Context: an optimization exercise on an open-source flow, tuned for small area, a short achievable clock period and few clock cycles per item. The choices shown serve that exercise and are no tape-out recipe. In this exercise RTL edits were held to simulation tests only and were not proved equivalent to the original. No activity file was given, so power comes from the tool's default toggle rates.

--- flow/run.sh ---
#!/bin/bash
# synth_recipe.tcl (not shown) runs the flow's synth.tcl, then flattens the netlist and writes it again
# the make line also repeats each setting of config.mk as NAME=value (left out here)
make -C /OpenROAD-flow-scripts/flow DESIGN_CONFIG=/design/flow/config.mk WORK_HOME=/design/flow/orfs CLKGATE_MAP_FILE= SYNTH_SCRIPT=/design/flow/synth_recipe.tcl finish
--- flow/config.mk ---
export PLATFORM = sky130hd
export DESIGN_NAME = sweep_decoder
export DESIGN_NICKNAME = sweep_decoder
export VERILOG_FILES = /design/flow/design.v
export SDC_FILE = /design/flow/constraint.sdc
export NUM_CORES = 4
export LEC_CHECK = 0
export CAP_MARGIN = 20
export CORE_MARGIN = 2
export CORE_UTILIZATION = 40
export SLEW_MARGIN = 20
--- flow/constraint.sdc ---
create_clock -name core_clock -period 10.0 [get_ports {clk}]
set_input_delay 2.0000 -clock core_clock [delete_from_list [all_inputs] [get_ports {clk}]]
set_output_delay 2.0000 -clock core_clock [all_outputs]
set_load 0.01 [all_outputs]
--- flow/design.v ---
module sd_classifier (
    input  wire        clk,
    input  wire        rst,
    input  wire [7:0]  tr,
    input  wire        tr_last,     
    input  wire        tr_vld,
    output wire        byte_pop,
    input  wire        hold,        
    input  wire        restart,     
    input  wire        fast,        
    output reg         sym_v,
    output reg  [1:0]  sym,
    output reg         sym_is1,     
    output reg         sym2_v,      
    output reg  [1:0]  sym2,
    output wire        busy,        
    output wire [7:0]  nsym,
    output wire        ovf,
    output wire        last_pop     
);
    localparam [1:0] S_ZERO = 2'd0, S_ONE = 2'd1, S_AMB = 2'd2;
    reg  [7:0] used;        
    reg  [4:0] base;        
    reg  [9:0] count;       
    reg  [3:0] pcr;         
    reg        pcv;
    wire [7:0] rem   = tr & ~used;
    wire [7:0] hot   = rem & (~rem + 8'd1);
    wire [7:0] rem2  = rem & ~hot;
    wire [7:0] hot2  = rem2 & (~rem2 + 8'd1);
    wire       any   = |rem;
    wire       more  = |rem2;
    wire       more2 = |(rem2 & ~hot2);
    function [2:0] enc;
        input [7:0] x;
        begin
            casez (x)
                8'b???????1: enc = 3'd0;
                8'b??????10: enc = 3'd1;
                8'b?????100: enc = 3'd2;
                8'b????1000: enc = 3'd3;
                8'b???10000: enc = 3'd4;
                8'b??100000: enc = 3'd5;
                8'b?1000000: enc = 3'd6;
                default:     enc = 3'd7;
            endcase
        end
    endfunction
    function [1:0] cls;
        input [4:0] len;
        begin
            if (len >= 5'd5)      cls = S_ZERO;
            else if (len <= 5'd3) cls = S_ONE;
            else                  cls = S_AMB;
        end
    endfunction
    function [4:0] sat5;
        input [4:0] x;      
        begin
            sat5 = (!x[4] && x >= 5'd5) ? 5'd5 : x;
        end
    endfunction
    wire [2:0] j1   = enc(rem);
    wire [2:0] j2   = enc(rem2);
    wire [4:0] len  = base + {2'd0, j1};
    wire [4:0] len2 = {2'd0, j2} - {2'd0, j1};
    wire [3:0] pc = rem[0] + rem[1] + rem[2] + rem[3] + rem[4] + rem[5] + rem[6] + rem[7];
    wire go          = tr_vld && !hold;
    wire counting    = fast || count[7] || count[8] || count[9];
    wire detail_step = go && !counting && any;
    wire two = detail_step && more && count[6:0] != 7'd0 && count[6:0] != 7'd127;
    assign byte_pop = go && (counting || !any || !more || (two && !more2));
    assign last_pop = byte_pop && tr_last;
    always @(posedge clk) begin
        sym_v  <= 1'b0;
        sym2_v <= 1'b0;
        pcv    <= 1'b0;
        if (rst || restart) begin
            used  <= 8'd0;
            base  <= 5'd0;
            count <= 10'd0;
        end else begin
            if (pcv)
                count <= count + {6'd0, pcr};
            if (detail_step) begin
                sym_v   <= 1'b1;
                sym     <= cls(len);
                sym_is1 <= (len == 5'd1);
                sym2_v  <= two;
                sym2    <= cls(len2);
                count   <= count + (two ? 10'd2 : 10'd1);
            end else if (go && counting) begin
                pcr <= pc;
                pcv <= 1'b1;
            end
            if (byte_pop) begin
                used <= 8'd0;
                if (two)      base <= sat5(5'd8 - {2'd0, j2});
                else if (any) base <= sat5(5'd8 - {2'd0, j1});
                else          base <= sat5(base + 5'd8);
            end else if (detail_step) begin
                used <= two ? (hot2 | (hot2 - 8'd1)) : (hot | (hot - 8'd1));
                base <= 5'd0 - {2'd0, (two ? j2 : j1)};
            end
        end
    end
    wire [9:0] total = count + (pcv ? {6'd0, pcr} : 10'd0);
    assign busy = 1'b0;
    assign ovf  = (total > 10'd128);
    assign nsym = ovf ? 8'd0 : total[7:0];
endmodule
module sd_resolver (
    input  wire        clk,
    input  wire        rst,
    input  wire        restart,     
    input  wire        sym_v,
    input  wire [1:0]  sym,
    input  wire        sym_is1,
    input  wire        sym2_v,      
    input  wire [1:0]  sym2,
    input  wire        flush,       
    output wire        idle,        
    output reg         fast,        
    output reg  [63:0] chips,
    output reg         excl,
    output reg         skip0
);
    localparam [1:0] S_ZERO = 2'd0, S_ONE = 2'd1, S_AMB = 2'd2;
    function [1:0] fwd;
        input [1:0] cur, nxt, prv;
        input       last, first, kodd;
        begin
            fwd = cur;
            if (cur == S_AMB) begin
                if (last)
                    fwd = S_ZERO;
                else if (nxt == S_AMB || (!first && prv == S_AMB))
                    fwd = S_AMB;
                else if (kodd && nxt == S_ONE)
                    fwd = S_ONE;
                else if (!kodd && nxt == S_ZERO)
                    fwd = S_ZERO;
                else
                    fwd = S_AMB;
            end
        end
    endfunction
    reg       pend_v, pend_is0, len0_is1;
    reg [1:0] pend, prevf;
    reg       kfp;
    reg       fa_v, fb_v, fa_is0;
    reg [1:0] fa, fb;
    reg       kcp;
    reg [7:0] pn;           
    reg [7:0] tq;           
    reg       tv;
    wire       fwd_go   = pend_v && (sym_v || flush);
    wire       excl_now = pend_is0 ? (sym_v && len0_is1 && sym == S_AMB) : excl;
    wire [1:0] fva  = fwd(pend, sym, prevf, !sym_v, pend_is0, kfp);
    wire       kfa  = (fva == S_ONE && !(pend_is0 && excl_now)) ? !kfp : 1'b0;
    wire [1:0] fvb  = fwd(sym, sym2, fva, 1'b0, 1'b0, kfa);
    wire       kfb  = (fvb == S_ONE) ? !kfa : 1'b0;
    wire       do_b = fwd_go && sym2_v;
    always @(posedge clk) begin
        fa_v <= 1'b0;
        fb_v <= 1'b0;
        if (rst || restart) begin
            pend_v <= 1'b0;
            excl   <= 1'b0;
            skip0  <= 1'b0;
            prevf  <= S_ZERO;
            kfp    <= 1'b0;
        end else begin
            if (fwd_go) begin
                fa_v   <= 1'b1;
                fa     <= fva;
                fb_v   <= sym2_v;
                fb     <= fvb;
                fa_is0 <= pend_is0;
                prevf  <= do_b ? fvb : fva;
                kfp    <= do_b ? kfb : kfa;
                if (pend_is0) excl <= excl_now;
            end
            if (sym_v) begin
                pend     <= sym2_v ? sym2 : sym;
                pend_v   <= 1'b1;
                pend_is0 <= !pend_v;
                if (!pend_v) begin
                    len0_is1 <= sym_is1;
                    skip0    <= (sym != S_ZERO);
                end
            end else if (fwd_go) begin
                pend_v <= 1'b0;
            end
        end
    end
    wire [7:0] pq    = fa_is0 ? {7'd0, !skip0} : pn;     
    wire [1:0] cva   = (fa == S_AMB) ? (kcp ? S_ONE : S_ZERO) : fa;
    wire       onea  = fa_v && cva == S_ONE;
    wire       keepa = onea && !(fa_is0 && excl);
    wire       kca   = keepa ? !kcp : 1'b0;
    wire [7:0] tgta  = keepa ? tq : pq;
    wire [1:0] cvb   = (fb == S_AMB) ? (kca ? S_ONE : S_ZERO) : fb;
    wire       oneb  = fb_v && cvb == S_ONE;
    wire       kcb   = oneb ? !kca : 1'b0;
    wire [7:0] tgtb  = oneb ? tgta : pq + 8'd1;
    wire       c1    = tv && ((fa_v && fa == S_ZERO && kcp) ||
                              (fb_v && fb == S_ZERO && kca));
    wire [7:0] tgt_n = fb_v ? tgtb : tgta;
    integer k;
    always @(posedge clk) begin
        if (rst || restart) begin
            kcp   <= 1'b0;
            tv    <= 1'b0;
            tq    <= 8'd0;
            fast  <= 1'b0;
            chips <= 64'd0;
        end else if (fa_v) begin
            kcp <= fb_v ? kcb : kca;
            tq  <= tgt_n;
            tv  <= tv || !(fb_v ? oneb && keepa : keepa);
            pn  <= pq + (fb_v ? 8'd2 : 8'd1);
            if (tgt_n > 8'd64) fast <= 1'b1;
            for (k = 0; k < 64; k = k + 1)
                if ((onea && pq == k + 1) || (oneb && pq == k) || (c1 && tq == k + 1))
                    chips[63-k] <= 1'b1;
        end
    end
    assign idle = fast || (!sym_v && !pend_v && !fa_v);
endmodule
module sd_matcher (
    input  wire        clk,
    input  wire        rst,
    input  wire [16:0] tap0,
    input  wire [16:0] tap1,
    input  wire [63:0] chips_in,
    input  wire        start,
    input  wire        zap,         
    output reg         busy,
    output reg  [63:0] chips,
    output reg         found,
    output reg         poly,
    output reg  [3:0]  offset,
    output reg  [5:0]  window,
    output reg  [2:0]  thr,
    output reg  [5:0]  dist0,
    output reg  [5:0]  dist1
);
    reg        pass2;
    reg        run1;        
    reg [5:0]  tau;         
    reg        act;         
    reg [16:0] l0, l1, z0, z1;
    reg        s2v;         
    reg [5:0]  t2;          
    reg        g0, g1;      
    reg [7:0]  e0, e1;
    reg [2:0]  d0 [0:8];
    reg [2:0]  d1 [0:8];
    reg [3:0]  so;          
    reg [5:0]  send;        
    wire y0 = ^(l0 & tap0);
    wire y1 = ^(l1 & tap1);
    wire [5:0] tau1 = tau + 6'd1;
    reg [8:0] x0, x1;
    integer o, m;
    always @(*) begin
        for (o = 0; o < 9; o = o + 1) begin
            x0[o] = g0;
            x1[o] = g1;
            for (m = 0; m < o; m = m + 1) begin
                x0[o] = x0[o] ^ (e0[m] & z0[m+1]);
                x1[o] = x1[o] ^ (e1[m] & z1[m+1]);
            end
        end
    end
    wire sx0 = x0[so];
    wire sx1 = x1[so];
    reg       chk, last_grp;
    reg [5:0] tend;         
    reg [2:0] h;
    wire [5:0] t21 = t2 + 6'd1;
    wire chk_n = (t21 == 6'd11 || t21 == 6'd20 || t21 == 6'd29 ||
                  t21 == 6'd38 || t21 == 6'd47);
    reg [2:0] h_n;
    always @(*) begin
        case (t21)
            6'd11:   h_n = 3'd1;
            6'd20:   h_n = 3'd1;
            6'd29:   h_n = 3'd2;
            6'd38:   h_n = 3'd3;
            default: h_n = 3'd4;
        endcase
    end
    reg [8:0] mt;
    always @(*) begin
        for (o = 0; o < 9; o = o + 1)
            mt[o] = (d0[o] != d1[o]) &&
                    (((d0[o] < d1[o]) ? d0[o] : d1[o]) <= h) &&
                    (!last_grp || o < 2);
    end
    reg       hit, hp;
    reg [3:0] ho;
    always @(*) begin
        hit = 1'b0; ho = 4'd1; hp = 1'b0;
        for (o = 8; o >= 0; o = o - 1)
            if (mt[o]) begin
                hit = 1'b1; ho = o; hp = (d1[o] < d0[o]);
            end
    end
    always @(posedge clk) begin
        if (rst) begin
            busy <= 1'b0;
            run1 <= 1'b0;
            s2v  <= 1'b0;
            chk  <= 1'b0;
        end else if (zap) begin
            busy   <= 1'b0;
            run1   <= 1'b0;
            s2v    <= 1'b0;
            chk    <= 1'b0;
            chips  <= 64'd0;
            found  <= 1'b0;
            poly   <= 1'b0;
            offset <= 4'd2;
            window <= 6'd9;
            thr    <= 3'd1;
            dist0  <= 6'd0;
            dist1  <= 6'd0;
        end else if (start) begin
            busy  <= 1'b1;
            pass2 <= 1'b0;
            run1  <= 1'b1;
            s2v   <= 1'b0;
            chk   <= 1'b0;
            tau   <= 6'd0;
            act   <= chips_in[46];
            chips <= chips_in;
            l0    <= chips_in[63:47];
            l1    <= chips_in[63:47];
            z0    <= 17'd1;
            z1    <= 17'd1;
            for (o = 0; o < 9; o = o + 1) begin
                d0[o] <= 3'd0;
                d1[o] <= 3'd0;
            end
        end else if (busy) begin
            if (run1) begin
                tau <= tau1;
                act <= chips[6'd45 - tau];
                l0  <= {l0[15:0], y0};
                l1  <= {l1[15:0], y1};
                z0  <= {z0[15:0], ^(z0 & tap0)};
                z1  <= {z1[15:0], ^(z1 & tap1)};
                g0  <= y0 ^ act;
                g1  <= y1 ^ act;
                t2  <= tau;
                s2v <= 1'b1;
                if (tau == 6'd46) run1 <= 1'b0;
            end else begin
                s2v <= 1'b0;
            end
            chk      <= !pass2 && s2v && chk_n;
            h        <= h_n;
            tend     <= t21;
            last_grp <= (t21 == 6'd11);
            if (s2v) begin
                for (o = 0; o < 9; o = o + 1) begin
                    if (t2 >= o) begin
                        if (d0[o] != 3'd7) d0[o] <= d0[o] + {2'd0, x0[o]};
                        if (d1[o] != 3'd7) d1[o] <= d1[o] + {2'd0, x1[o]};
                    end
                    if (o < 8 && t2 == o) begin
                        e0[o] <= x0[o];
                        e1[o] <= x1[o];
                    end
                end
                if (pass2 && t2 >= {2'd0, so}) begin
                    dist0 <= dist0 + {5'd0, sx0};
                    dist1 <= dist1 + {5'd0, sx1};
                end
                if (pass2 && t21 == send) begin
                    busy <= 1'b0;
                    run1 <= 1'b0;
                    s2v  <= 1'b0;
                end
            end
            if (pass2)
                window <= found ? send - {2'd0, so} : 6'd9;
            if (chk) begin
                if (hit) begin
                    found  <= 1'b1;
                    poly   <= hp;
                    offset <= ho;
                    thr    <= h;
                    so     <= ho;
                    send   <= tend;
                end else if (last_grp) begin
                    found  <= 1'b0;
                    poly   <= 1'b0;
                    offset <= 4'd2;
                    thr    <= 3'd1;
                    so     <= 4'd1;
                    send   <= 6'd11;
                end
                if (!run1 && !s2v) begin
                    pass2 <= 1'b1;
                    run1  <= 1'b1;
                    tau   <= 6'd0;
                    act   <= chips[46];
                    l0    <= chips[63:47];
                    l1    <= chips[63:47];
                    z0    <= 17'd1;
                    z1    <= 17'd1;
                    dist0 <= 6'd0;
                    dist1 <= 6'd0;
                end
            end
        end
    end
endmodule
module sweep_decoder (
    input  wire        clk,
    input  wire        rst,
    input  wire [16:0] tap0,
    input  wire [16:0] tap1,
    input  wire        in_valid,
    output wire        in_ready,
    input  wire [7:0]  in_data,
    output wire        out_valid,
    input  wire        out_ready,
    output wire [63:0] out_chips,
    output reg  [7:0]  out_nsym,
    output reg         out_ovf,
    output reg         out_excl,
    output reg         out_skip0,
    output wire        out_found,
    output wire        out_poly,
    output wire [3:0]  out_offset,
    output wire [5:0]  out_window,
    output wire [2:0]  out_thr,
    output wire [5:0]  out_dist0,
    output wire [5:0]  out_dist1
);
    reg [6:0] pcnt;             
    reg       pprev;            
    wire [7:0] pb = {in_data[0], in_data[1], in_data[2], in_data[3],
                     in_data[4], in_data[5], in_data[6], in_data[7]};
    wire [8:0] pin = {pcnt == 7'd127,
                      (pb ^ {pb[6:0], pprev}) & {7'h7f, pcnt != 7'd0}};
    reg [8:0] q0, q1;
    reg       q0v, q1v, rdy;
    wire      push = in_valid && rdy;
    wire      pop;
    always @(posedge clk) begin
        if (rst) begin
            q0v  <= 1'b0;
            q1v  <= 1'b0;
            rdy  <= 1'b1;
            pcnt <= 7'd0;
        end else begin
            if (push) begin
                pcnt  <= pcnt + 7'd1;
                pprev <= in_data[0];
            end
            if (pop) begin
                if (q1v) begin
                    q0 <= q1;
                    q1 <= pin;
                    q1v <= push;
                end else begin
                    q0 <= pin;
                    q0v <= push;
                end
            end else if (push) begin
                if (q0v) begin
                    q1  <= pin;
                    q1v <= 1'b1;
                end else begin
                    q0  <= pin;
                    q0v <= 1'b1;
                end
            end
            rdy <= !(q0v && q1v && !pop) && !(q0v && !q1v && push && !pop) && !(q0v && q1v && push);
        end
    end
    assign in_ready = rdy;
    reg  held;                  
    reg  ovalid;
    wire mat_busy;
    wire res_idle;
    wire cls_busy;
    wire last_pop;
    wire fast, ovf;
    reg  mcur;                  
    reg  rel;                   
    wire mfree   = !mat_busy && !ovalid && !rel;
    wire handoff = held && res_idle && !cls_busy && !ovalid && !rel && (mcur || mfree);
    wire early   = fast && !mcur && mfree && !held;
    wire mstart  = early || (handoff && !mcur && !ovf);
    wire mzap    = handoff && ovf;
    always @(posedge clk) begin
        if (rst || handoff) held <= 1'b0;
        else if (last_pop)  held <= 1'b1;
    end
    always @(posedge clk) begin
        if (rst) begin
            mcur <= 1'b0;
            rel  <= 1'b0;
        end else begin
            if (handoff)    mcur <= 1'b0;
            else if (early) mcur <= 1'b1;
            if (handoff)    rel <= 1'b1;
            else if (rel && !mat_busy) rel <= 1'b0;
        end
    end
    wire       sym_v, sym_is1, sym2_v;
    wire [1:0] sym, sym2;
    wire [7:0] nsym;
    sd_classifier u_cls (
        .clk      (clk),
        .rst      (rst),
        .tr       (q0[7:0]),
        .tr_last  (q0[8]),
        .tr_vld   (q0v),
        .byte_pop (pop),
        .hold     (held),
        .restart  (handoff),
        .fast     (fast),
        .sym_v    (sym_v),
        .sym      (sym),
        .sym_is1  (sym_is1),
        .sym2_v   (sym2_v),
        .sym2     (sym2),
        .busy     (cls_busy),
        .nsym     (nsym),
        .ovf      (ovf),
        .last_pop (last_pop)
    );
    wire [63:0] chips;
    wire        excl, skip0;
    sd_resolver u_res (
        .clk     (clk),
        .rst     (rst),
        .restart (handoff),
        .sym_v   (sym_v),
        .sym     (sym),
        .sym_is1 (sym_is1),
        .sym2_v  (sym2_v),
        .sym2    (sym2),
        .flush   (held),
        .idle    (res_idle),
        .fast    (fast),
        .chips   (chips),
        .excl    (excl),
        .skip0   (skip0)
    );
    sd_matcher u_mat (
        .clk      (clk),
        .rst      (rst),
        .tap0     (tap0),
        .tap1     (tap1),
        .chips_in (chips),
        .start    (mstart),
        .zap      (mzap),
        .busy     (mat_busy),
        .chips    (out_chips),
        .found    (out_found),
        .poly     (out_poly),
        .offset   (out_offset),
        .window   (out_window),
        .thr      (out_thr),
        .dist0    (out_dist0),
        .dist1    (out_dist1)
    );
    always @(posedge clk) begin
        if (handoff) begin
            out_nsym  <= nsym;
            out_ovf   <= ovf;
            out_excl  <= excl && !ovf;
            out_skip0 <= skip0 && !ovf;
        end
    end
    always @(posedge clk) begin
        if (rst)                      ovalid <= 1'b0;
        else if (rel && !mat_busy)    ovalid <= 1'b1;
        else if (ovalid && out_ready) ovalid <= 1'b0;
    end
    assign out_valid = ovalid;
endmodule
==> results.txt, run 1 <==
Seq. cell area=12190 µm²; Internal=3.464 mW; Clock transition at path regs=0.06 ns; final WL=76170 µm; Sw Share=0.2557; initial antenna violation count=0; Max Root-Sink Buffers=3; Max Slew Vio Count=0; CP Capture Type=flip-flop; sequential share of the synthesized area=0.4597; mapped cell area=26500 µm²; Yosys reg bits=448; largest net degree at the start of global routing=85; gr usage total=0.2192; total vias in the final route=21120; Synth cell types=78; Tightest Pin Transition=1.205 ns; pwr/cell area=152.7 nW/µm²; fill count=6051; DP Area=28730 µm²; Inserted Diodes=0; outcome=no timing/DRC/antenna violations; Tmin final=5.147 ns; sequential power share=0.450; Die X=261.4 µm; Post-route DRC=0; number of I/O port buffers=149; WP data required=10.22 ns; # clock sinks=448; share of layout cells above drive strength 1=0.06557; Core ar.=65630 µm²; H-tree Lvls=2; leakage power=10.83 nW; Max VDD drop=0.0001233 V; Initial Util=0.4038; clock network power share=0.420; Rows=94; 1st-iter DRT viols=2121; post-DR wirelength/cell=20.75 µm; routability cong.=0.8975; CP startpoint kind=flip-flop; vias in the first global route=20410; RSZ-0062 raised after global routing=no; YS warnings=10; Non-Filler Cell Area, Final=30490 µm²; Final Hold Vio Count=0; I/O Pins=150; Tot Pwr=4.655 mW; Final HPWL DP=55300 µm; post-route ant nets=0; period utilisation layout=0.5147; fmax=194.3 MHz; Post-Route Utilization=0.4646; area of the multi-input gates=13430 µm²; maxcap violations=0; nets@finish=2975; vias per std cell=5.754; TritonCTS Buffers=49; switching pwr=1.190 mW; die area=68320 µm²; Synth Flop Type=edfxtp_1; GRT Residual Overflow=0; Mean Syn Cell Area=9.873 µm²; Die Y-Extent=261.4 µm; Fin Clk Skew=0.02862 ns; Crit Path Class=flip-flop to flip-flop; power share of the combinational group=0.130; Max-slew headroom=0.1934; Post-synth EDFFs=321; Post-CTS Resized=0; # hold bufs at CTS=0; Worst Hold Class=flip-flop to flip-flop; TNS Setup=0 ns; TritonRoute pass-1 iters=6; CTS tree=yes; syn_nets=2891; Final setup violation count=0; crit-path max FO=75; Clk Latency, worst-skew pair=0.60 ns; first-pass GRT wire length=118000 µm; Setup Buffers After CTS=0; FFs w/ async S/R, synth=0; area grow syn2layout=15.06%; Mapped Cells=2684; worst path arrival time=5.37 ns; Clock Tree Root=clkbuf_16
-- power by group through the flow --
stage	Combinational, mW	Sequential (mW)	Clock, mW
2_1_floorplan	0.451	2.11	0
3_3_place_gp	0.591	2.13	0
3_5_place_dp	0.600	2.13	0
4_1_cts	0.604	2.09	1.99
5_1_grt	0.677	2.10	2.05
6_report	0.606	2.09	1.96
-- state kept, by name, summed over array words and instances (netlist names), 7 cells and up --
register,count
u_mat.chips,64
u_res.chips,64
u_mat.d0,27
u_mat.d1,27
u_mat.l0,17
u_mat.l1,17
u_mat.z0,17
u_mat.z1,17
u_cls.count,10
q0,9
q1,9
out_nsym,8
u_cls.used,8
u_mat.e0,8
u_mat.e1,8
u_res.pn,8
u_res.tq,8
pcnt,7
-- critical path, stage by stage (launching register included) --
cell     delay (ns)
dfxtp_1        0.42
and2_1         0.17
ha_1           0.18
inv_1          0.06
fa_1           0.40
nor2b_1        0.19
o31a_1         0.23
a21oi_1        0.07
or3_1          0.34
o21ai_1        0.45
a31o_2         0.25
buf_4          0.54
inv_2          0.04
buf_4          0.34
a21oi_4        0.23
buf_4          0.76
-- cell usage after synthesis, types with 6 or more instances --
library cell,number,share of area
o22ai_1,7,0.0017
mux4_2,20,0.017
o211ai_1,17,0.0048
fa_1,11,0.0083
inv_1,107,0.015
a221oi_1,63,0.021
nor2_1,244,0.035
a31oi_1,15,0.0035
clkbuf_1,104,0.015
nor3_1,26,0.0049
buf_1,8,0.0011
or2_2,6,0.0014
nand2_1,259,0.037
a21o_1,14,0.0040
a21oi_1,175,0.033
clkbuf_2,6,0.0011
and2_1,70,0.017
mux2_2,27,0.011
nor4_1,16,0.0038
a22oi_1,6,0.0017
nand3_1,71,0.013
o21ai_0,176,0.033
a41oi_1,6,0.0020
a211oi_1,56,0.016
a31o_2,6,0.0020
dfxtp_1,127,0.096
mux2i_1,48,0.018
edfxtp_1,321,0.36
ha_1,150,0.071
nand4_1,18,0.0042
xnor2_1,108,0.036
nand3b_1,6,0.0017
or3_1,14,0.0033
nor2b_1,138,0.033
nand2b_1,37,0.0087
and3_1,29,0.0068
buf_2,16,0.0030
o21a_1,9,0.0025
xor2_1,64,0.021
-- per-layer routing --
metal / vias to the layer above / track usage / wire (µm)
met5: - / 0 / 0
met4: 0 / 0.05997 / 1923
met3: 128 / 0.03523 / 4952
met2: 731 / 0.3516 / 35400
met1: 10400 / 0.3071 / 33890
li1: 9859 / - / -
-- area by class of cell --
type                       instances  area share
inverter                         109     0.01342
timing repair buffer             169     0.05376
clock buffer                      71     0.05044
tap                              864     0.03546
clock inverter                    18    0.006854
multi-input combinational       1991      0.4404
sequential                       448      0.3997
-- cells by family after synthesis --
group                    Yosys count  share of synthesized area
AND/OR/NAND/NOR                  953                     0.1747
AO/OA/AOI/OAI                    605                     0.1436
flip-flops                       448                     0.4597
buffers and inverters            245                    0.03603
XOR/XNOR                         177                    0.06025
adder cells (fa/ha/maj)          161                    0.07914
multiplexers                      95                    0.04660
-- cell usage in the layout (no fill, tap or decap), drive strengths merged, types with 11 or more instances in the layout --
cell	instances
a211oi	57
a21o	14
a21oi	175
a221oi	63
a31oi	15
and2	70
and3	30
buf	20
clkbuf	71
clkdlybuf4s50	149
clkinv	11
dfxtp	127
edfxtp	321
fa	11
ha	150
inv	110
mux2	27
mux2i	48
mux4	20
nand2	260
nand2b	37
nand3	71
nand4	18
nor2	244
nor2b	138
nor3	26
nor4	16
o211ai	17
o21ai	180
or3	14
xnor2	108
xor2	68
-- final timing paths --
check,cells past startpoint,start,slack (ns),endpoint
max,15,u_cls.pcv,4.85,u_mat.z0[12]
min reg2reg,2,u_res.prevf[1],0.45,u_res.prevf[1]
min,2,u_res.prevf[1],0.45,u_res.prevf[1]
max reg2reg,15,u_cls.pcv,4.85,u_mat.z0[12]
-- through the flow --
stage          cells  setup WS, ns  hold slack, ns
6_report        3670         4.853          0.4490
5_1_grt         3670         4.514          0.4757
4_1_cts         3669         4.869          0.4521
2_1_floorplan   2684         3.003          0.4003
3_5_place_dp    3580         4.887          0.4359
3_3_place_gp    3580         4.904          0.4372
Testbench counts, summed over its fixed seeds: cycles 13,447, items 96.
==> run 2, diff against run 1 <==
--- a/flow/design.v
+++ b/flow/design.v
@@ -1,10 +1,9 @@
 module sd_classifier (
     input  wire        clk,
     input  wire        rst,
-    input  wire [7:0]  tr,
-    input  wire        tr_last,     
-    input  wire        tr_vld,
-    output wire        byte_pop,
+    input  wire        in_valid,
+    input  wire [7:0]  in_data,
+    output wire        in_ready,
     input  wire        hold,        
     input  wire        restart,     
     input  wire        fast,        
@@ -13,101 +12,143 @@
     output reg         sym_is1,     
     output reg         sym2_v,      
     output reg  [1:0]  sym2,
-    output wire        busy,        
     output wire [7:0]  nsym,
     output wire        ovf,
     output wire        last_pop     
 );
     localparam [1:0] S_ZERO = 2'd0, S_ONE = 2'd1, S_AMB = 2'd2;
-    reg  [7:0] used;        
-    reg  [4:0] base;        
-    reg  [9:0] count;       
-    reg  [3:0] pcr;         
+    reg  [6:0] pcnt;            
+    reg        pprev;           
+    wire [7:0] pb  = {in_data[0], in_data[1], in_data[2], in_data[3],
+                      in_data[4], in_data[5], in_data[6], in_data[7]};
+    wire [8:0] pin = {pcnt == 7'd127,
+                      (pb ^ {pb[6:0], pprev}) & {7'h7f, pcnt != 7'd0}};
+    reg  [8:0] hd, nx;          
+    reg        hv, nv, rdy;
+    wire       push = in_valid && rdy;
+    assign in_ready = rdy;
+    reg  [4:0] base;            
+    reg  [9:0] count;           
+    reg        c_ok;            
+    reg  [3:0] pcr;             
     reg        pcv;
-    wire [7:0] rem   = tr & ~used;
+    wire [7:0] rem   = hd[7:0];
     wire [7:0] hot   = rem & (~rem + 8'd1);
     wire [7:0] rem2  = rem & ~hot;
     wire [7:0] hot2  = rem2 & (~rem2 + 8'd1);
+    wire [7:0] rem3  = rem2 & ~hot2;
     wire       any   = |rem;
     wire       more  = |rem2;
-    wire       more2 = |(rem2 & ~hot2);
-    function [2:0] enc;
-        input [7:0] x;
-        begin
-            casez (x)
-                8'b???????1: enc = 3'd0;
-                8'b??????10: enc = 3'd1;
-                8'b?????100: enc = 3'd2;
-                8'b????1000: enc = 3'd3;
-                8'b???10000: enc = 3'd4;
-                8'b??100000: enc = 3'd5;
-                8'b?1000000: enc = 3'd6;
-                default:     enc = 3'd7;
-            endcase
-        end
-    endfunction
-    function [1:0] cls;
-        input [4:0] len;
-        begin
-            if (len >= 5'd5)      cls = S_ZERO;
-            else if (len <= 5'd3) cls = S_ONE;
-            else                  cls = S_AMB;
-        end
-    endfunction
-    function [4:0] sat5;
-        input [4:0] x;      
-        begin
-            sat5 = (!x[4] && x >= 5'd5) ? 5'd5 : x;
+    wire       more2 = |rem3;
+    reg  [7:0] cz, co, c1;
+    reg  [5:0] lj;              
+    integer j;
+    always @(*) begin
+        for (j = 0; j < 8; j = j + 1) begin
+            lj    = {base[4], base} + j;
+            cz[j] = !lj[5] && lj >= 6'd5;
+            co[j] = lj[5] || lj <= 6'd3;
+            c1[j] = lj == 6'd1;
         end
-    endfunction
-    wire [2:0] j1   = enc(rem);
-    wire [2:0] j2   = enc(rem2);
-    wire [4:0] len  = base + {2'd0, j1};
-    wire [4:0] len2 = {2'd0, j2} - {2'd0, j1};
+    end
+    wire [1:0] s1  = |(hot & cz) ? S_ZERO : |(hot & co) ? S_ONE : S_AMB;
+    wire       i1  = |(hot & c1);
+    wire [7:0] nr  = (hot << 1) | (hot << 2) | (hot << 3);
+    wire [7:0] n4  = hot << 4;
+    wire [1:0] s2  = |(hot2 & nr) ? S_ONE : |(hot2 & n4) ? S_AMB : S_ZERO;
     wire [3:0] pc = rem[0] + rem[1] + rem[2] + rem[3] + rem[4] + rem[5] + rem[6] + rem[7];
-    wire go          = tr_vld && !hold;
+    wire go          = hv && !hold;
     wire counting    = fast || count[7] || count[8] || count[9];
     wire detail_step = go && !counting && any;
-    wire two = detail_step && more && count[6:0] != 7'd0 && count[6:0] != 7'd127;
-    assign byte_pop = go && (counting || !any || !more || (two && !more2));
-    assign last_pop = byte_pop && tr_last;
+    wire two         = detail_step && more && c_ok;
+    wire pop         = go && (counting || !more || (c_ok && !more2));
+    assign last_pop  = pop && hd[8];
+    wire [7:0] hl = two ? hot2 : hot;
+    wire [2:0] jl = {|(hl & 8'hf0), |(hl & 8'hcc), |(hl & 8'haa)};
+    wire [4:0] base_pop = (hl[3:0] != 4'd0) ? 5'd5 : hl[4] ? 5'd4 : hl[5] ? 5'd3 :
+                          hl[6] ? 5'd2 : 5'd1;
+    wire [5:0] base8    = {base[4], base} + 6'd8;
+    wire [4:0] base_run = (!base8[5] && base8 >= 6'd5) ? 5'd5 : base8[4:0];
+    wire [9:0] count_n = pcv ? count + {6'd0, pcr} :
+                         detail_step ? count + (two ? 10'd2 : 10'd1) : count;
+    always @(posedge clk) begin
+        if (rst) begin
+            hv   <= 1'b0;
+            nv   <= 1'b0;
+            rdy  <= 1'b1;
+            pcnt <= 7'd0;
+        end else begin
+            if (push) begin
+                pcnt  <= pcnt + 7'd1;
+                pprev <= in_data[0];
+            end
+            if (pop) begin
+                if (nv) begin
+                    hd <= nx;
+                    nx <= pin;
+                    nv <= push;
+                end else begin
+                    hd <= pin;
+                    hv <= push;
+                end
+            end else begin
+                if (detail_step)
+                    hd[7:0] <= two ? rem3 : rem2;
+                if (push) begin
+                    if (hv) begin
+                        nx <= pin;
+                        nv <= 1'b1;
+                    end else begin
+                        hd <= pin;
+                        hv <= 1'b1;
+                    end
+                end
+            end
+            rdy <= !(hv && nv && !pop) && !(hv && !nv && push && !pop) && !(hv && nv && push);
+        end
+    end
     always @(posedge clk) begin
         sym_v  <= 1'b0;
         sym2_v <= 1'b0;
         pcv    <= 1'b0;
         if (rst || restart) begin
-            used  <= 8'd0;
             base  <= 5'd0;
             count <= 10'd0;
+            c_ok  <= 1'b0;
         end else begin
-            if (pcv)
-                count <= count + {6'd0, pcr};
+            count <= count_n;
+            c_ok  <= count_n != 10'd0 && count_n < 10'd127;
             if (detail_step) begin
                 sym_v   <= 1'b1;
-                sym     <= cls(len);
-                sym_is1 <= (len == 5'd1);
+                sym     <= s1;
+                sym_is1 <= i1;
                 sym2_v  <= two;
-                sym2    <= cls(len2);
-                count   <= count + (two ? 10'd2 : 10'd1);
+                sym2    <= s2;
             end else if (go && counting) begin
                 pcr <= pc;
                 pcv <= 1'b1;
             end
-            if (byte_pop) begin
-                used <= 8'd0;
-                if (two)      base <= sat5(5'd8 - {2'd0, j2});
-                else if (any) base <= sat5(5'd8 - {2'd0, j1});
-                else          base <= sat5(base + 5'd8);
+            if (pop) begin
+                if (detail_step) base <= base_pop;
+                else             base <= base_run;
             end else if (detail_step) begin
-                used <= two ? (hot2 | (hot2 - 8'd1)) : (hot | (hot - 8'd1));
-                base <= 5'd0 - {2'd0, (two ? j2 : j1)};
+                base <= 5'd0 - {2'd0, jl};
             end
         end
     end
-    wire [9:0] total = count + (pcv ? {6'd0, pcr} : 10'd0);
-    assign busy = 1'b0;
-    assign ovf  = (total > 10'd128);
-    assign nsym = ovf ? 8'd0 : total[7:0];
+    reg       ovf_r;
+    reg [7:0] nsym_r;
+    always @(posedge clk) begin
+        if (rst || restart) begin
+            ovf_r  <= 1'b0;
+            nsym_r <= 8'd0;
+        end else begin
+            ovf_r  <= count_n > 10'd128;
+            nsym_r <= (count_n > 10'd128) ? 8'd0 : count_n[7:0];
+        end
+    end
+    assign ovf  = ovf_r;
+    assign nsym = nsym_r;
 endmodule
 module sd_resolver (
     input  wire        clk,
@@ -442,60 +483,18 @@
     output wire [5:0]  out_dist0,
     output wire [5:0]  out_dist1
 );
-    reg [6:0] pcnt;             
-    reg       pprev;            
-    wire [7:0] pb = {in_data[0], in_data[1], in_data[2], in_data[3],
-                     in_data[4], in_data[5], in_data[6], in_data[7]};
-    wire [8:0] pin = {pcnt == 7'd127,
-                      (pb ^ {pb[6:0], pprev}) & {7'h7f, pcnt != 7'd0}};
-    reg [8:0] q0, q1;
-    reg       q0v, q1v, rdy;
-    wire      push = in_valid && rdy;
-    wire      pop;
-    always @(posedge clk) begin
-        if (rst) begin
-            q0v  <= 1'b0;
-            q1v  <= 1'b0;
-            rdy  <= 1'b1;
-            pcnt <= 7'd0;
-        end else begin
-            if (push) begin
-                pcnt  <= pcnt + 7'd1;
-                pprev <= in_data[0];
-            end
-            if (pop) begin
-                if (q1v) begin
-                    q0 <= q1;
-                    q1 <= pin;
-                    q1v <= push;
-                end else begin
-                    q0 <= pin;
-                    q0v <= push;
-                end
-            end else if (push) begin
-                if (q0v) begin
-                    q1  <= pin;
-                    q1v <= 1'b1;
-                end else begin
-                    q0  <= pin;
-                    q0v <= 1'b1;
-                end
-            end
-            rdy <= !(q0v && q1v && !pop) && !(q0v && !q1v && push && !pop) && !(q0v && q1v && push);
-        end
-    end
-    assign in_ready = rdy;
     reg  held;                  
     reg  ovalid;
     wire mat_busy;
     wire res_idle;
-    wire cls_busy;
     wire last_pop;
     wire fast, ovf;
     reg  mcur;                  
     reg  rel;                   
     wire mfree   = !mat_busy && !ovalid && !rel;
-    wire handoff = held && res_idle && !cls_busy && !ovalid && !rel && (mcur || mfree);
+    reg  handoff;
+    always @(posedge clk)
+        handoff <= !rst && !handoff && held && res_idle && !ovalid && !rel && (mcur || mfree);
     wire early   = fast && !mcur && mfree && !held;
     wire mstart  = early || (handoff && !mcur && !ovf);
     wire mzap    = handoff && ovf;
@@ -520,10 +519,9 @@
     sd_classifier u_cls (
         .clk      (clk),
         .rst      (rst),
-        .tr       (q0[7:0]),
-        .tr_last  (q0[8]),
-        .tr_vld   (q0v),
-        .byte_pop (pop),
+        .in_valid (in_valid),
+        .in_data  (in_data),
+        .in_ready (in_ready),
         .hold     (held),
         .restart  (handoff),
         .fast     (fast),
@@ -532,7 +530,6 @@
         .sym_is1  (sym_is1),
         .sym2_v   (sym2_v),
         .sym2     (sym2),
-        .busy     (cls_busy),
         .nsym     (nsym),
         .ovf      (ovf),
         .last_pop (last_pop)
--- a/flow/config.mk
+++ b/flow/config.mk
@@ -8,4 +8,5 @@
 export CAP_MARGIN = 20
 export CORE_MARGIN = 2
 export CORE_UTILIZATION = 40
+export SETUP_SLACK_MARGIN = 5
 export SLEW_MARGIN = 20
==> run 2 against run 1 <==
Sequential power fell by 2%. Non-clock buffer count rose by 12. Critical path type unchanged. Critical endpoint is now u_cls.ovf_r. Critical path depth did not move. Sequential share of layout area fell by 0.41 points. Via count rose by 2.2%.
==> results.txt, run 2 <==
period utilisation layout=0.4730 (-0.04167); share of layout cells above drive strength 1=0.07627 (+0.01069); post-DR wirelength/cell=21.82 µm (+5.1%); post-synth top area share=0.3597 (-0.004076); CTS tree=yes; total vias in the final route=21590 (+2.2%); initial antenna violation count=0 (unchanged); vias in the first global route=21530 (+5.5%); commonest non-fill, non-tap cell in the layout=edfxtp_1; routability cong.=0.9235 (+2.9%); FFs w/ async S/R, synth=0 (unchanged); Mapped Cells=2680 (-0.15%); Die Y-Extent=262.8 µm (+0.56%); Tmin final=4.730 ns (-0.4167 ns); cell taking the most area after synthesis=edfxtp_1; Post-route DRC=0 (unchanged); Rows=94 (unchanged); worst path arrival time=5.25 ns (-0.12 ns); die area=69080 µm² (+1.1%); mapped cell area=26800 µm² (+1.1%); crit-path max FO=11 (-85%); Worst Hold Class=flip-flop to flip-flop; Yosys reg bits=450 (+0.45%); syn_nets=2884 (-0.24%); WP data required=10.52 ns (+0.30 ns); pwr/cell area=142.5 nW/µm² (-6.7%); top cells by count, synth=321 x edfxtp_1, 256 x nand2_1, 210 x nor2_1, 177 x o21ai_0, 150 x a21oi_1; Die X=262.8 µm (+0.56%); Non-Filler Cell Area, Final=30900 µm² (+1.3%); post-route ant nets=0 (unchanged); leakage power=10.80 nW (-0.29%); vias per std cell=5.862 (+1.9%); Clock Tree Root=clkbuf_16; maxcap violations=0 (unchanged); CP Capture Type=flip-flop; H-tree Lvls=2 (unchanged); number of I/O port buffers=149 (unchanged); Final HPWL DP=58410 µm (+5.6%); TritonCTS Buffers=52 (+6.1%); hold wc startpoint=u_cls.sym_is1; launch point of the worst path=u_cls.hd[1]; largest net degree at the start of global routing=84 (-1.2%); Clock transition at path regs=0.06 ns (about the same); Crit Path Class=flip-flop to flip-flop; Final Hold Vio Count=0 (unchanged); post-route non-filler standard cell count=3683 (+0.35%); Max-slew headroom=0.3148 (+0.1214); CP startpoint kind=flip-flop; final WL=80370 µm (+5.5%); gr usage total=0.2282 (+0.009006); r2r startpoint=u_cls.hd[1]; sequential share of the synthesized area=0.4561 (-0.003657); Synth Flop Type=edfxtp_1; Final setup violation count=0 (unchanged); most frequent cells in the layout=321 x edfxtp_1, 255 x nand2_1, 208 x nor2_1, 176 x o21ai_0, 149 x clkdlybuf4s50_1; Inserted Diodes=0 (unchanged); nets@finish=2979 (+0.13%); first-pass GRT wire length=124600 µm (+5.6%); outcome=no timing/DRC/antenna violations; Tot Pwr=4.404 mW (-5.4%); # clock sinks=450 (+0.45%); TNS Setup=0 ns (unchanged); Synth cell types=95 (+22%); YS warnings=10 (unchanged); GRT Residual Overflow=0 (unchanged); Max VDD drop=0.0001226 V (-0.55%); largest registers=u_mat.chips x64, u_res.chips x64; Post-synth EDFFs=321 (unchanged); Initial Util=0.4054 (+0.001669); Tightest Pin Transition=1.024 ns (-0.1814 ns); fmax=211.4 MHz (+8.8%); most common cell in the netlist=edfxtp_1; Mean Syn Cell Area=9.999 µm² (+1.3%); area grow syn2layout=15.30%; RSZ-0062 raised after global routing=no; 1st-iter DRT viols=2027 (-4.4%); DP Cell Count=3582 (+0.056%); TritonRoute pass-1 iters=7 (+1); DP Area=29100 µm² (+1.3%); Clk Latency, worst-skew pair=0.63 ns (+0.03 ns); Max Slew Vio Count=0 (unchanged); I/O Pins=150 (unchanged); Max Root-Sink Buffers=3 (unchanged); Fin Clk Skew=0.02943 ns (+0.0008036 ns); Core ar.=66100 µm² (+0.72%); ranking of synthesized cells by area=edfxtp_1 36%, dfxtp_1 9.6%, ha_1 7.0%
run 2: worst paths after layout:
kind                         end  slack, ns  cells after the start
setup reg to reg     u_cls.ovf_r       5.27                     15
hold reg to reg   u_res.len0_is1       0.42                      0
setup / recovery     u_cls.ovf_r       5.27                     15
hold / removal    u_res.len0_is1       0.42                      0
run 2: logic make-up after synthesis:
group | after synthesis | share of synthesized area
multiplexers | 93 | 0.04571
buffers and inverters | 261 | 0.03721
adder cells (fa/ha/maj) | 158 | 0.07629
AO/OA/AOI/OAI | 654 | 0.1616
XOR/XNOR | 167 | 0.05804
AND/OR/NAND/NOR | 897 | 0.1651
flip-flops | 450 | 0.4561
run 2: power by group:
part | internal (mW) | leakage (nW) | switching [mW]
registers | 2.01 | 3.96 | 0.0389
logic | 0.167 | 6.00 | 0.246
clock network | 1.13 | 0.841 | 0.811
run 2: area by class of cell:
type,instances,area [µm²]
multi-input cells,1969,13680
flip-flops and latches,450,12220
inverters,121,454.2
fillers,6150,35200
clock inverters,24,260.3
repair buffers,181,1732
well taps,864,1081
clock buffers,74,1465
run 2: worst max-delay path: stages (launching register included):
cell and delay, ns:
edfxtp_1 0.48, inv_1 0.18, ha_4 0.23, or3b_2 0.49, a211o_1 0.37, a211oi_4 0.34, nor2_2 0.14, inv_2 0.16
ha_1 0.20, inv_1 0.06, fa_1 0.45, nor4b_4 0.33, o21ai_1 0.15, xnor2_1 0.18, or4b_1 0.58, a31o_2 0.28
run 2: timing repair:
| action | CTS | global route |
|---|---|---|
| pin swaps | 1 | 1 |
| hold buffers | 0 | 0 |
| gates resized for setup | 5 | 4 |
| buffers inserted | 1 | 2 |
| endpoints found under the setup margin | 10 | 10 |
run 2: metrics by stage:
| step | util | setup slack [ns] | hold slack, ns |
|---|---|---|---|
| after floorplan | - | 5.205 | 0.3855 |
| after global placement | 0.4402 | 4.644 | 0.4065 |
| after detailed placement | 0.4402 | 4.456 | 0.3897 |
| after CTS | 0.4669 | 5.010 | 0.4250 |
| after global routing | 0.4675 | 5.066 | 0.4369 |
| final | 0.4675 | 5.270 | 0.4220 |
run 2: per-layer routing:
metal	part of all wire	GRT usage
met1	0.42	0.2968
met3	0.074	0.04648
met2	0.47	0.3779
met4	0.033	0.07923
met5	0	0
Testbench counts of run 2, summed over its fixed seeds: cycles 13,543, items 96.
==> run 3, diff against run 2 <==
--- a/flow/config.mk
+++ b/flow/config.mk
@@ -8,5 +8,4 @@
 export CAP_MARGIN = 20
 export CORE_MARGIN = 2
 export CORE_UTILIZATION = 40
-export SETUP_SLACK_MARGIN = 5
 export SLEW_MARGIN = 20
==> run 3 against run 2 <==
Final cell count is 0.16% lower. Global-route usage grew 0.32 points. Critical path depth unchanged. Fmax decreased by 12%. Largest cell class unchanged. Power down 0.16%. Worst setup slack got worse by 0.67 ns. Combinational power about the same. Non-clock buffer count is 1 lower. Clock skew decreased by 0.0017 ns. Still clean. Clock-buffer cell count fell by 13. Flip-flop and latch count stayed put.
==> results.txt, run 3 <==
TNS Setup=0 ns (unchanged); period utilisation layout=0.5403 (+0.06723); sequential power share=0.466 (about the same); Max VDD drop=0.0001279 V (+4.3%); top cells by count, synth=321 x edfxtp_1, 256 x nand2_1, 210 x nor2_1, 177 x o21ai_0, 150 x a21oi_1; sequential share of the synthesized area=0.4561 (unchanged); post-DR wirelength/cell=22.17 µm (+1.6%); Max-slew headroom=0.2386 (-0.07625); Mapped Cells=2680 (unchanged); GRT Residual Overflow=0 (unchanged); Post-synth EDFFs=321 (unchanged); area grow syn2layout=15.02%; # clock sinks=450 (unchanged); first-pass GRT wire length=126500 µm (+1.5%); Worst Hold Class=flip-flop to flip-flop; most frequent CP cell=inv_1; r2r startpoint=u_cls.hd[0]; fmax=185.1 MHz (-12%); WP data required=10.51 ns (about the same); routability cong.=0.8856 (-4.1%); outcome=no timing/DRC/antenna violations; largest registers=u_mat.chips x64, u_res.chips x64; Die X=262.8 µm (unchanged); Setup Buffers After CTS=0 (-1); gr usage total=0.2314 (+0.003181); total vias in the final route=21770 (+0.83%); RSZ-0062 raised after global routing=no; Inserted Diodes=0 (unchanged); Rows=94 (unchanged); largest net degree at the start of global routing=82 (-2.4%); fill count=6163 (+0.21%); Synth Flop Type=edfxtp_1; most common cell in the netlist=edfxtp_1; Clock Tree Root=clkbuf_16; Final setup violation count=0 (unchanged); CP max-delay cell=or4b_1; Crit Path Class=flip-flop to flip-flop; CP Capture Type=flip-flop; post-synth top area share=0.3597 (unchanged); worst path arrival time=5.91 ns (+0.66 ns); Tmin final=5.403 ns (+0.6723 ns); pwr/cell area=142.6 nW/µm² (about the same); clock network power share=0.441 (about the same); power share of the combinational group=0.094 (about the same); hold endpoint=out_nsym[6]; mapped cell area=26800 µm² (unchanged); final WL=81510 µm (+1.4%); Final Hold Vio Count=0 (unchanged); syn_nets=2884 (unchanged); switching pwr=1.085 mW (-1.0%); # hold bufs at CTS=0 (unchanged); TritonRoute pass-1 iters=8 (+1); leakage power=10.78 nW (-0.13%); Synth cell types=95 (unchanged); commonest non-fill, non-tap cell in the layout=edfxtp_1; Hold Path Depth=0 (unchanged); setup slack, reg-to-reg=4.60 ns (-0.67 ns); nets@finish=2977 (-0.067%); I/O Pins=150 (unchanged); Reg2Reg Depth=15 (unchanged); TritonCTS Buffers=51 (-1.9%); maxcap violations=0 (unchanged); Post-route DRC=0 (unchanged); Clk Latency, worst-skew pair=0.62 ns (about the same); Max Slew Vio Count=0 (unchanged); CP startpoint kind=flip-flop; Internal=3.312 mW (+0.13%); Mean Syn Cell Area=9.999 µm² (unchanged); die area=69080 µm² (unchanged); Initial Util=0.4054 (unchanged); H-tree Lvls=2 (unchanged); Max Root-Sink Buffers=3 (unchanged); Post-Route Utilization=0.4663 (-0.001154); Core ar.=66100 µm² (unchanged); Die Y-Extent=262.8 µm (unchanged); Yosys reg bits=450 (unchanged); most frequent cells in the layout=321 x edfxtp_1, 255 x nand2_1, 208 x nor2_1, 177 x o21ai_0; Sw Share=0.2467 (-0.002154); 1st-iter DRT viols=2315 (+14%); vias in the first global route=21470 (-0.28%); Post-CTS Resized=0 (-5); hold wc startpoint=u_cls.nsym_r[6]; Clock transition at path regs=0.06 ns (about the same); Fin Clk Skew=0.02775 ns (-0.001679 ns); Tightest Pin Transition=1.142 ns (+0.1182 ns); crit-path cells=inv_1 -> ha_1 -> or3b_2 -> a211o_1 -> a211oi_2 -> nor2_2 -> inv_1 -> ha_1 -> inv_1 -> fa_1 -> nor4b_2 -> o21ai_0 -> xnor2_1 -> or4b_1 -> a211oi_1; post-route ant nets=0 (unchanged); Final HPWL DP=58880 µm (+0.81%); ranking of synthesized cells by area=edfxtp_1 36%, dfxtp_1 9.6%, ha_1 7.0%; crit-path max FO=11 (unchanged); slowest stage delay, CP=0.59 ns (about the same); share of layout cells above drive strength 1=0.07359 (-0.002681); number of I/O port buffers=149 (unchanged); RR Endpoint=u_cls.nsym_r[0]; CTS tree=yes; initial antenna violation count=1 (+1); cell taking the most area after synthesis=edfxtp_1; YS warnings=10 (unchanged); FFs w/ async S/R, synth=0 (unchanged); vias per std cell=5.920 (+1.0%)
==> run 3: changes by cell type in the layout (fill, tap and decap cells not counted), moves of 2 or more <==
cell        before  now
clkbuf_1        15    8
clkinv_1         3   10
clkbuf_8         6    2
bufinv_16        4    7
clkinvlp_4       4    1
buf_4           32   30
clkbuf_16       53   51
==> run 3: area by class of cell <==
class | instances | area, µm² | share of cell area
tap | 864 | 1081 | 0.03507
clock inverter | 32 | 369.1 | 0.01198
clock buffer | 61 | 1334 | 0.04327
inverter | 121 | 454.2 | 0.01474
timing repair buffer | 180 | 1722 | 0.05586
sequential | 450 | 12220 | 0.3966
multi-input combinational | 1969 | 13640 | 0.4425
==> run 3: stage by stage <==
stage / power (mW) / instances / setup slack [ns] / hold WS (ns) / instance area (µm²)
6_report: 4.396 / 3677 / 4.597 / 0.4222 / 30820
5_1_grt: 4.540 / 3677 / 4.304 / 0.4361 / 30820
4_1_cts: 4.423 / 3676 / 4.603 / 0.4224 / 30810
3_5_place_dp: 2.492 / 3583 / 4.566 / 0.3887 / 29110
3_3_place_gp: 2.488 / 3583 / 4.630 / 0.4061 / 29110
2_1_floorplan: 2.351 / 2680 / 2.976 / 0.3855 / 26800
==> run 3: power groups by stage <==
stage                     Clock (mW)  Combinational (mW)  Sequential [mW]
after floorplan                    0               0.284             2.07
after global placement             0               0.401             2.09
after detailed placement           0               0.406             2.09
after CTS                       1.97               0.409             2.05
after global routing            2.04               0.451             2.05
final                           1.94               0.411             2.05
==> run 3: worst max path at each step <==
stage / startpoint / slack (ns) / to / cells after the start
after floorplan: rst / 2.98 / u_mat.pass2 / 5
after global placement: rst / 4.63 / u_mat.d0[1][0] / 7
after detailed placement: rst / 4.57 / u_mat.d1[3][0] / 7
after CTS: u_cls.hd[0] / 4.60 / u_cls.ovf_r / 15
after global routing: u_cls.hd[0] / 4.30 / u_cls.nsym_r[0] / 15
final: u_cls.hd[0] / 4.60 / u_cls.nsym_r[0] / 15
==> run 3: critical path: cells and delay by family, from the launching register on <==
kind | cells | cell delay (ns)
AO/OA/AOI/OAI | 4 | 1.25
flip-flops | 1 | 0.52
adder cells (fa/ha/maj) | 3 | 1.10
XOR/XNOR | 1 | 0.18
buffers and inverters | 3 | 0.53
AND/OR/NAND/NOR | 4 | 1.71
==> run 3: cell families after synthesis <==
group / Yosys count / share of synthesized area
fa+ha+maj: 158 / 0.07629
flops: 450 / 0.4561
xor+xnor: 167 / 0.05804
simple gates: 897 / 0.1651
mux: 93 / 0.04571
buf+inv: 261 / 0.03721
compound gates: 654 / 0.1616
==> run 3: metal layers <==
layer | GRT usage | up-vias | part of all wire
li1 | - | 10040 | -
met1 | 0.3157 | 10710 | 0.43
met3 | 0.03167 | 139 | 0.067
met2 | 0.3812 | 876 | 0.47
met4 | 0.07228 | 0 | 0.029
met5 | 0 | - | 0
==> run 4, diff against run 3 <==
--- a/flow/design.v
+++ b/flow/design.v
@@ -117,7 +117,8 @@
             c_ok  <= 1'b0;
         end else begin
             count <= count_n;
-            c_ok  <= count_n != 10'd0 && count_n < 10'd127;
+            c_ok  <= (detail_step ? (two ? count < 10'd125 : count < 10'd126)
+                                  : (count != 10'd0 && count < 10'd127));
             if (detail_step) begin
                 sym_v   <= 1'b1;
                 sym     <= s1;
@@ -136,19 +137,13 @@
             end
         end
     end
-    reg       ovf_r;
-    reg [7:0] nsym_r;
+    reg ovf_r;
     always @(posedge clk) begin
-        if (rst || restart) begin
-            ovf_r  <= 1'b0;
-            nsym_r <= 8'd0;
-        end else begin
-            ovf_r  <= count_n > 10'd128;
-            nsym_r <= (count_n > 10'd128) ? 8'd0 : count_n[7:0];
-        end
+        if (rst || restart) ovf_r <= 1'b0;
+        else if (pcv && count + {6'd0, pcr} > 10'd128) ovf_r <= 1'b1;
     end
     assign ovf  = ovf_r;
-    assign nsym = nsym_r;
+    assign nsym = count[7:0];
 endmodule
 module sd_resolver (
     input  wire        clk,
@@ -349,115 +344,117 @@
                 hit = 1'b1; ho = o; hp = (d1[o] < d0[o]);
             end
     end
+    reg  fin;               
+    wire done2 = s2v && pass2 && t21 == send;
+    wire ld    = start || fin;
     always @(posedge clk) begin
-        if (rst) begin
+        if (rst || zap) begin
             busy <= 1'b0;
             run1 <= 1'b0;
             s2v  <= 1'b0;
             chk  <= 1'b0;
-        end else if (zap) begin
-            busy   <= 1'b0;
-            run1   <= 1'b0;
-            s2v    <= 1'b0;
-            chk    <= 1'b0;
-            chips  <= 64'd0;
-            found  <= 1'b0;
-            poly   <= 1'b0;
-            offset <= 4'd2;
-            window <= 6'd9;
-            thr    <= 3'd1;
-            dist0  <= 6'd0;
-            dist1  <= 6'd0;
+            fin  <= 1'b0;
         end else if (start) begin
             busy  <= 1'b1;
             pass2 <= 1'b0;
             run1  <= 1'b1;
             s2v   <= 1'b0;
             chk   <= 1'b0;
-            tau   <= 6'd0;
-            act   <= chips_in[46];
-            chips <= chips_in;
-            l0    <= chips_in[63:47];
-            l1    <= chips_in[63:47];
-            z0    <= 17'd1;
-            z1    <= 17'd1;
+            fin   <= 1'b0;
+        end else begin
+            chk <= !pass2 && s2v && chk_n;
+            fin <= !pass2 && s2v && t21 == 6'd47;
+            if (fin) begin
+                pass2 <= 1'b1;
+                run1  <= 1'b1;
+            end else if (run1 && tau == 6'd46) begin
+                run1 <= 1'b0;
+            end
+            s2v <= run1;
+            if (done2) begin
+                busy <= 1'b0;
+                run1 <= 1'b0;
+                s2v  <= 1'b0;
+            end
+        end
+    end
+    always @(posedge clk) begin
+        if (ld) begin
+            tau <= 6'd0;
+            act <= start ? chips_in[46] : chips[46];
+            l0  <= start ? chips_in[63:47] : chips[63:47];
+            l1  <= start ? chips_in[63:47] : chips[63:47];
+            z0  <= 17'd1;
+            z1  <= 17'd1;
+        end else if (run1) begin
+            tau <= tau1;
+            act <= chips[6'd45 - tau];
+            l0  <= {l0[15:0], y0};
+            l1  <= {l1[15:0], y1};
+            z0  <= {z0[15:0], ^(z0 & tap0)};
+            z1  <= {z1[15:0], ^(z1 & tap1)};
+        end
+        g0 <= y0 ^ act;
+        g1 <= y1 ^ act;
+        t2 <= tau;
+    end
+    always @(posedge clk) begin
+        h        <= h_n;
+        tend     <= t21;
+        last_grp <= (t21 == 6'd11);
+        if (start) begin
             for (o = 0; o < 9; o = o + 1) begin
                 d0[o] <= 3'd0;
                 d1[o] <= 3'd0;
             end
-        end else if (busy) begin
-            if (run1) begin
-                tau <= tau1;
-                act <= chips[6'd45 - tau];
-                l0  <= {l0[15:0], y0};
-                l1  <= {l1[15:0], y1};
-                z0  <= {z0[15:0], ^(z0 & tap0)};
-                z1  <= {z1[15:0], ^(z1 & tap1)};
-                g0  <= y0 ^ act;
-                g1  <= y1 ^ act;
-                t2  <= tau;
-                s2v <= 1'b1;
-                if (tau == 6'd46) run1 <= 1'b0;
-            end else begin
-                s2v <= 1'b0;
-            end
-            chk      <= !pass2 && s2v && chk_n;
-            h        <= h_n;
-            tend     <= t21;
-            last_grp <= (t21 == 6'd11);
-            if (s2v) begin
-                for (o = 0; o < 9; o = o + 1) begin
-                    if (t2 >= o) begin
-                        if (d0[o] != 3'd7) d0[o] <= d0[o] + {2'd0, x0[o]};
-                        if (d1[o] != 3'd7) d1[o] <= d1[o] + {2'd0, x1[o]};
-                    end
-                    if (o < 8 && t2 == o) begin
-                        e0[o] <= x0[o];
-                        e1[o] <= x1[o];
-                    end
-                end
-                if (pass2 && t2 >= {2'd0, so}) begin
-                    dist0 <= dist0 + {5'd0, sx0};
-                    dist1 <= dist1 + {5'd0, sx1};
+        end else if (s2v) begin
+            for (o = 0; o < 9; o = o + 1) begin
+                if (t2 >= o) begin
+                    if (d0[o] != 3'd7) d0[o] <= d0[o] + {2'd0, x0[o]};
+                    if (d1[o] != 3'd7) d1[o] <= d1[o] + {2'd0, x1[o]};
                 end
-                if (pass2 && t21 == send) begin
-                    busy <= 1'b0;
-                    run1 <= 1'b0;
-                    s2v  <= 1'b0;
+                if (o < 8 && t2 == o) begin
+                    e0[o] <= x0[o];
+                    e1[o] <= x1[o];
                 end
             end
+        end
+        if (zap || fin) begin
+            dist0 <= 6'd0;
+            dist1 <= 6'd0;
+        end else if (s2v && pass2 && t2 >= {2'd0, so}) begin
+            dist0 <= dist0 + {5'd0, sx0};
+            dist1 <= dist1 + {5'd0, sx1};
+        end
+    end
+    always @(posedge clk) begin
+        if (zap) begin
+            found  <= 1'b0;
+            poly   <= 1'b0;
+            offset <= 4'd2;
+            thr    <= 3'd1;
+            window <= 6'd9;
+        end else begin
+            if (chk && hit) begin
+                found  <= 1'b1;
+                poly   <= hp;
+                offset <= ho;
+                thr    <= h;
+                so     <= ho;
+                send   <= tend;
+            end else if (chk && last_grp) begin
+                found  <= 1'b0;
+                poly   <= 1'b0;
+                offset <= 4'd2;
+                thr    <= 3'd1;
+                so     <= 4'd1;
+                send   <= 6'd11;
+            end
             if (pass2)
                 window <= found ? send - {2'd0, so} : 6'd9;
-            if (chk) begin
-                if (hit) begin
-                    found  <= 1'b1;
-                    poly   <= hp;
-                    offset <= ho;
-                    thr    <= h;
-                    so     <= ho;
-                    send   <= tend;
-                end else if (last_grp) begin
-                    found  <= 1'b0;
-                    poly   <= 1'b0;
-                    offset <= 4'd2;
-                    thr    <= 3'd1;
-                    so     <= 4'd1;
-                    send   <= 6'd11;
-                end
-                if (!run1 && !s2v) begin
-                    pass2 <= 1'b1;
-                    run1  <= 1'b1;
-                    tau   <= 6'd0;
-                    act   <= chips[46];
-                    l0    <= chips[63:47];
-                    l1    <= chips[63:47];
-                    z0    <= 17'd1;
-                    z1    <= 17'd1;
-                    dist0 <= 6'd0;
-                    dist1 <= 6'd0;
-                end
-            end
         end
+        if (zap)        chips <= 64'd0;
+        else if (start) chips <= chips_in;
     end
 endmodule
 module sweep_decoder (
@@ -572,7 +569,7 @@
     );
     always @(posedge clk) begin
         if (handoff) begin
-            out_nsym  <= nsym;
+            out_nsym  <= ovf ? 8'd0 : nsym;
             out_ovf   <= ovf;
             out_excl  <= excl && !ovf;
             out_skip0 <= skip0 && !ovf;
--- a/flow/config.mk
+++ b/flow/config.mk
@@ -8,4 +8,5 @@
 export CAP_MARGIN = 20
 export CORE_MARGIN = 2
 export CORE_UTILIZATION = 40
+export SETUP_SLACK_MARGIN = 5
 export SLEW_MARGIN = 20
==> run 4 against run 3 <==
Still clean. Area after synthesis down 5.5%. Hold slack better by 0.014 ns. Clock power hardly changed. Die area shrank 5.4%. Non-clock buffer count fell by 2. First-iteration DRC count shrank 30%. Flip-flop and latch count decreased by 7. Critical path type unchanged. Critical endpoint is now u_cls.count[5].
==> results.txt, run 4 <==
period utilisation layout=0.4605 (-0.07974); crit-path max FO=15 (+4); TNS Setup=0 ns (unchanged); share of layout cells above drive strength 1=0.06684 (-0.006744); GR Layer Usage met3=0.03030 (-0.001369); cell taking the most area after synthesis=dfxtp_1; die area=65370 µm² (-5.4%); hold endpoint=u_res.len0_is1; area of the multi-input gates=14250 µm² (+4.5%); ranking of synthesized cells by area=dfxtp_1 26%, edfxtp_1 14%, ha_1 7.7%; Post-synth EDFFs=118 (-63%); RR Endpoint=u_cls.count[5]; GRT met1 Usage=0.3149 (-0.0007497); TritonCTS Buffers=49 (-3.9%); gr usage total=0.2263 (-0.005058); switching pwr=1.618 mW (+49%); leakage power=10.60 nW (-1.7%); H-tree Lvls=2 (unchanged); Tightest Pin Transition=1.164 ns (+0.02204 ns); Fin Clk Skew=0.02615 ns (-0.001598 ns); Max VDD drop=0.0001179 V (-7.8%); met2 global-route usage=0.3685 (-0.01267); sequential share of the synthesized area=0.3967 (-0.05940); syn_nets=3129 (+8.5%); Synth cell types=97 (+2.1%); r2r startpoint=u_cls.hd[0]; post-synth top area share=0.2568 (-0.1029); Core ar.=62850 µm² (-4.9%); TritonRoute pass-1 iters=7 (-1); Die Y-Extent=255.7 µm (-2.7%); Mapped Cells=2918 (+8.9%); setup slack, reg-to-reg=5.39 ns (+0.80 ns); Clock transition at path regs=0.06 ns (about the same); total vias in the final route=21810 (+0.18%); FFs w/ async S/R, synth=0 (unchanged); pwr/cell area=178.3 nW/µm² (+25%); DP Area=27460 µm² (-5.7%); clock network power share=0.372 (-0.069); Final setup violation count=0 (unchanged); vias in the first global route=21140 (-1.5%); Max-slew headroom=0.2210 (-0.01756); Initial Util=0.4031 (-0.002319); number of I/O port buffers=149 (unchanged); fmax=217.1 MHz (+17%); Synth Flop Type=dfxtp_1; # clock sinks=443 (-1.6%); WP data required=10.47 ns (-0.04 ns); Max Root-Sink Buffers=3 (unchanged); most common cell in the netlist=nand2_1; YS warnings=10 (unchanged); CP Capture Type=flip-flop; 1st-iter DRT viols=1624 (-30%); initial antenna violation count=1 (unchanged); mapped cell area=25340 µm² (-5.5%); CP startpoint kind=flip-flop; Sw Share=0.3108 (+0.06410); Worst Hold Class=flip-flop to flip-flop; nets@finish=3192 (+7.2%); power share of the combinational group=0.228 (+0.134); Internal=3.588 mW (+8.4%); Post-route DRC=0 (unchanged); Inserted Diodes=0 (unchanged); # hold bufs at CTS=0 (unchanged); Post-CTS Resized=0 (unchanged); outcome=no timing/DRC/antenna violations; most frequent cells in the layout=383 x nand2_1, 335 x a21oi_1, 323 x dfxtp_1, 267 x nor2_1, 155 x ha_1; Clock Tree Root=clkbuf_16; first-pass GRT wire length=120000 µm (-5.1%); I/O Pins=150 (unchanged); Reg2Reg Depth=14 (-1); largest registers=u_mat.chips x64, u_res.chips x64; Tmin final=4.605 ns (-0.7974 ns); Max Slew Vio Count=0 (unchanged); Yosys reg bits=443 (-1.6%); routability cong.=0.9048 (+2.2%); GRT Residual Overflow=0 (unchanged); hold wc startpoint=u_cls.sym_is1; gr busiest metal=met2; largest net degree at the start of global routing=86 (+4.9%); post-route ant nets=0 (unchanged); Mean Syn Cell Area=8.683 µm² (-13%); maxcap violations=0 (unchanged); Die X=255.7 µm (-2.7%); CTS tree=yes; vias per std cell=5.638 (-4.8%); Final Hold Vio Count=0 (unchanged); Final HPWL DP=55300 µm (-6.1%); Setup Buffers After CTS=0 (unchanged); Crit Path Class=flip-flop to flip-flop; commonest non-fill, non-tap cell in the layout=nand2_1; fill count=6092 (-1.2%); final WL=75730 µm (-7.1%); RSZ-0062 raised after global routing=no; top cells by count, synth=383 x nand2_1, 336 x a21oi_1, 325 x dfxtp_1, 270 x nor2_1, 156 x ha_1; area grow syn2layout=15.27%; post-DR wirelength/cell=19.58 µm (-12%); Non-Filler Cell Area, Final=29200 µm² (-5.2%); sequential power share=0.400 (-0.066); Rows=92 (-2.1%); Seq. cell area=10050 µm² (-18%); Hold Path Depth=0 (unchanged); Clk Latency, worst-skew pair=0.61 ns (about the same); worst path arrival time=5.07 ns (-0.84 ns)
## run 4: changes by cell type in the layout (fill, tap and decap cells not counted), moves of 59 or more
cell / before / now
nand2_1: 255 / 383
nor2_1: 208 / 267
a21oi_1: 148 / 335
dfxtp_1: 127 / 323
and2_1: 141 / 27
edfxtp_1: 321 / 118
## run 4: power by group through the flow
stage	combinational, mW	sequential (mW)	clock (mW)
final	1.19	2.08	1.94
after global routing	1.34	2.10	2.04
after CTS	1.20	2.08	1.97
after detailed placement	1.19	2.12	0
after global placement	1.15	2.12	0
after floorplan	0.873	2.07	0
## run 4: kinds of logic (layout without fill, tap and decap cells)
| family | Yosys count | count (layout) | share of synthesized area |
|---|---|---|---|
| AO/OA/AOI/OAI | 753 | 753 | 0.1848 |
| XOR/XNOR | 161 | 161 | 0.05808 |
| adder cells (fa/ha/maj) | 165 | 165 | 0.08415 |
| buffers and inverters | 273 | 377 | 0.04222 |
| flip-flops | 443 | 443 | 0.3967 |
| multiplexers | 86 | 86 | 0.04484 |
| AND/OR/NAND/NOR | 1037 | 1037 | 0.1893 |
## run 4: area by class of cell
class                           count  area share
Clock buffer                       59     0.04571
Clock inverter                     33     0.01350
Inverter                          107     0.01375
Multi-Input combinational cell   2202      0.4879
Sequential cell                   443      0.3442
Tap cell                          846     0.03625
Timing Repair Buffer              178     0.05865
## run 4: metal layers
layer,vias to the layer above,wire [µm]
li1,10520,-
met1,10500,34700
met2,676,34700
met3,114,4509
met4,0,1819
met5,-,0
## run 4: critical path, cell delays in order, from the launching register on
cell and delay [ns]:
edfxtp_1 0.62, inv_1 0.24, ha_2 0.40, or3b_2 0.49
o211a_1 0.40, and2_1 0.26, nand2_1 0.39, clkinv_1 0.45
ha_1 0.42, a21oi_1 0.06, nor2_1 0.13, a31oi_1 0.13
a211oi_1 0.29, xnor2_1 0.15, nor2_1 0.05
## run 4: how the worst max path moves through the flow
stage | startpoint | to | cells past startpoint
final | u_cls.hd[0] | u_cls.count[5] | 14
after CTS | u_cls.hd[0] | u_cls.count[5] | 14
after detailed placement | u_cls.hd[0] | u_cls.count[5] | 14
after global placement | u_cls.hd[0] | u_cls.count[5] | 14
after floorplan | u_mat.d1[6][1] | u_mat.send[0] | 15
after global routing | u_cls.hd[0] | u_cls.count[5] | 14
## run 4: through the flow
stage | hold slack [ns] | power (mW) | util | std cells | worst slack (ns)
after floorplan | 0.3290 | 2.946 | - | 2918 | 6.139
after global placement | 0.4037 | 3.261 | 0.4365 | 3773 | 5.350
after CTS | 0.4406 | 5.250 | 0.4644 | 3867 | 5.337
after detailed placement | 0.4090 | 3.308 | 0.4369 | 3775 | 5.362
final | 0.4366 | 5.207 | 0.4647 | 3868 | 5.395
after global routing | 0.4452 | 5.478 | 0.4647 | 3868 | 5.081
Testbench counts of run 4, summed over its fixed seeds: cycles 13,543, items 96.

Setup slack of run 4, layout unchanged: 5.395 ns with ideal ports, 5.395 ns with driving cells assumed (clock clkbuf_16, inputs buf_2), 5.395 ns with port delays also shifted by the 0.655 ns mid clock arrival.
